Background: an optimization exercise with open tools, aiming at small area and few clock cycles. Do not read the settings as production practice.
Power is estimated from default activity; no workload was simulated.

==> flow/design.v (excerpt) <==
module rtmp_chunk_decoder (
    input  wire        clk,
    input  wire        rst,
    input  wire        in_valid,
    output wire        in_ready,
    input  wire [1:0]  in_kind,
    input  wire [7:0]  in_data,
    output wire        out_valid,
    input  wire        out_ready,
    output wire [2:0]  out_kind,
    output wire [16:0] out_csid,
    output wire [1:0]  out_fmt,
    output wire [31:0] out_ts,
    output wire [23:0] out_len,
    output wire [7:0]  out_type,
    output wire [31:0] out_msid,
    output wire [23:0] out_chunk_len,
    output wire        out_start,
    output wire [7:0]  out_data,
    output wire [7:0]  out_code,
    output wire [2:0]  out_phase,
    output wire        out_partial
);
    localparam NR = 7;                  
    localparam EW = 137;                
    localparam IN_BYTE   = 2'd0;
    localparam IN_EOS    = 2'd1;
    localparam IN_TFAULT = 2'd2;
    localparam IN_HSDONE = 2'd3;
    localparam EV_HDR    = 3'd0;
    localparam EV_DATA   = 3'd1;
    localparam EV_MSG    = 3'd2;
    localparam EV_FAULT  = 3'd3;
    localparam EV_CLOSED = 3'd4;
    localparam M_HS   = 2'd0;
    localparam M_EST  = 2'd1;
    localparam M_DEAD = 2'd2;
    localparam P_BH0 = 3'd0;
    localparam P_BH1 = 3'd1;
    localparam P_BH2 = 3'd2;
    localparam P_MH  = 3'd3;
    localparam P_EXT = 3'd4;
    localparam P_PAY = 3'd5;
    reg [1:0]  mode;
    reg [2:0]  phase;                   
    reg        look;                    
    reg        cscan;                   
    reg [1:0]  fmt;
    reg [3:0]  mh_n;                    
    wire [2:0] sc = mh_n[2:0];
    reg [23:0] dreg;
    reg [23:0] crem;                    
    reg [23:0] maxc;                    
    reg        c_v;
    reg [16:0] c_csid;
    reg [31:0] c_ts;
    reg [23:0] c_len;
    reg [7:0]  c_type;
    reg [31:0] c_msid;
    reg [23:0] c_rem;                   
    reg [NR-1:0]    rv;
    reg [NR*EW-1:0] ring;
    reg        o_valid;
    reg [2:0]  o_kind;
    reg        pend;                    
    reg [2:0]  o_code;
    reg        o_part;
    wire pop      = o_valid && out_ready;
    wire can_take = !o_valid || (out_ready && !pend);
    wire kind_ok  = (mode == M_EST) || (mode == M_HS && in_kind != IN_BYTE);
  ...
clock: 12.0 ns
lec_check: 0
cap_margin: 20
core_margin: 2
core_utilization: 40
cts_buf_list: sky130_fd_sc_hd__clkbuf_16
cts_cluster_diameter: 80
cts_cluster_size: 30
slew_margin: 20
standard.sh (not shown) runs the stock make flow with config.mk's settings and CLKGATE_MAP_FILE= SYNTH_SCRIPT=/design/flow/synth_recipe.tcl, a recipe that flattens the netlist after the stock synthesis.
==> flow/flow/run.sh <==
#!/bin/bash
# The standard layout, with the port buffers made of the smallest buffer
# cell instead of the one buffer_ports picks by default.
set -euo pipefail
export BUFFER_PORTS_ARGS="-buffer_cell sky130_fd_sc_hd__buf_1"
bash standard.sh > standard_flow.log 2>&1
The first run completed, yet does not pass: setup timing.
Rerun with:
--- a/flow/design.v
+++ b/flow/design.v
@@ -95,34 +95,45 @@
             assign hc_lt[gc+1] = (hc_rsel[gc] ^ maxc[gc]) ? maxc[gc] : hc_lt[gc];
         end
     endgenerate
     wire [23:0] hc_clen = hc_lt[24] ? hc_rsel : maxc;
     wire        hc_zero = (hc_rsel == 24'd0);
     wire        hc_t1   = (phase == P_MH && fmt == 2'd1) ? (b == 8'd1) : (c_type == 8'd1);
     wire [3:0] mh_last_n = (fmt == 2'd0) ? 4'd10 : (fmt == 2'd1) ? 4'd6 : 4'd2;
     wire       mh_last   = (mh_n == mh_last_n);
     wire [23:0] tsf      = {dreg[15:0], b};
     wire       esc_now   = (mh_n == 4'd2) ? (tsf == 24'hFFFFFF) : dreg[23];
     wire [31:0] ts_add   = {(phase == P_EXT) ? dreg[23:16] : 8'd0, tsf};
     wire [31:0] ts_base  = (fmt == 2'd0) ? 32'd0 : c_ts;
-    wire [32:0] ts_cy;
+    wire [24:0] ts_cy;
+    wire [8:0]  ts_c0, ts_c1;
+    wire [7:0]  ts_s0, ts_s1;
     wire [31:0] ts_new;
     assign ts_cy[0] = 1'b0;
+    assign ts_c0[0] = 1'b0;
+    assign ts_c1[0] = 1'b1;
     genvar gi;
     generate
-        for (gi = 0; gi < 32; gi = gi + 1) begin : g_ts_add
+        for (gi = 0; gi < 24; gi = gi + 1) begin : g_ts_add
             assign ts_new[gi]  = ts_base[gi] ^ ts_add[gi] ^ ts_cy[gi];
             assign ts_cy[gi+1] = (ts_base[gi] & ts_add[gi]) | (ts_cy[gi] & (ts_base[gi] ^ ts_add[gi]));
         end
+        for (gi = 0; gi < 8; gi = gi + 1) begin : g_ts_top
+            assign ts_s0[gi]   = ts_base[24+gi] ^ ts_add[24+gi] ^ ts_c0[gi];
+            assign ts_c0[gi+1] = (ts_base[24+gi] & ts_add[24+gi]) | (ts_c0[gi] & (ts_base[24+gi] ^ ts_add[24+gi]));
+            assign ts_s1[gi]   = ts_base[24+gi] ^ ts_add[24+gi] ^ ts_c1[gi];
+            assign ts_c1[gi+1] = (ts_base[24+gi] & ts_add[24+gi]) | (ts_c1[gi] & (ts_base[24+gi] ^ ts_add[24+gi]));
+        end
     endgenerate
+    assign ts_new[31:24] = ts_cy[24] ? ts_s1 : ts_s0;
     wire [23:0] crem_dec = crem - 24'd1;
     wire        cdone    = (crem == 24'd1);
     wire        mdone    = (rem_eff == 24'd1);
     wire [2:0]  r3       = c_rem[2:0];
     wire [23:0] rem_pay  = mdone ? 24'd0 :
                            len4  ? {c_rem[23:20],
                                     (r3 == 3'd2) ? b : c_rem[19:12],
                                     (r3 == 3'd3) ? b : c_rem[11:4],
                                     (r3 == 3'd4) ? (|b) : c_rem[3],
                                     r3 - 3'd1}
                                  : c_rem - 24'd1;
     wire        scs_zero = !c_rem[3] && c_rem[11:4] == 8'd0 && c_rem[19:12] == 8'd0 && b == 8'd0;
What happened: The new run finished with setup timing left; fmax went up by 3.5%; hold slack gains 4.8 ps; clock skew went down by 10 ps; flip-flop and latch count stays the same; global-route usage went up by 0.40 points; setup slack gains 440 ps; via count went up by 3.4%; first-iteration DRC count went down by 11%; wire length went up by 0.50%; power went up by 0.35%; final area went down by 0.86%; register-to-register slack gains 350 ps; clock-buffer cell count went up by 2.
Function was not checked in any run of this note: the RTL went through the layout flow alone.

==> re-timing with driven ports <==
Ports are ideal in the flow. The routed layouts listed here were re-timed in OpenROAD. Step 1 sets driving cells, clkbuf_16 on the clock port and buf_2 on the other inputs (assumed; they add their load-dependent delay and slew). Step 2 also shifts input and output timing later by t, the mid clock arrival at the registers, as if the neighbouring blocks saw the same clock. a / b / c = no drivers / after step 1 / after step 2; a / b = the first two.
run	shift t [ns]	setup WS [ns]	worst setup path at the end	slew at the worst register clock pin (ns)
the first run	0.709	-1.222 / -1.213 / -1.922	input to register	0.12 / 0.12
the second run	0.700	-0.780 / -0.777 / -1.476	input to register	0.12 / 0.12
For the first run, which loses most, drivers alone change the setup slack by +0.009 ns; drivers and shift together by -0.700 ns.
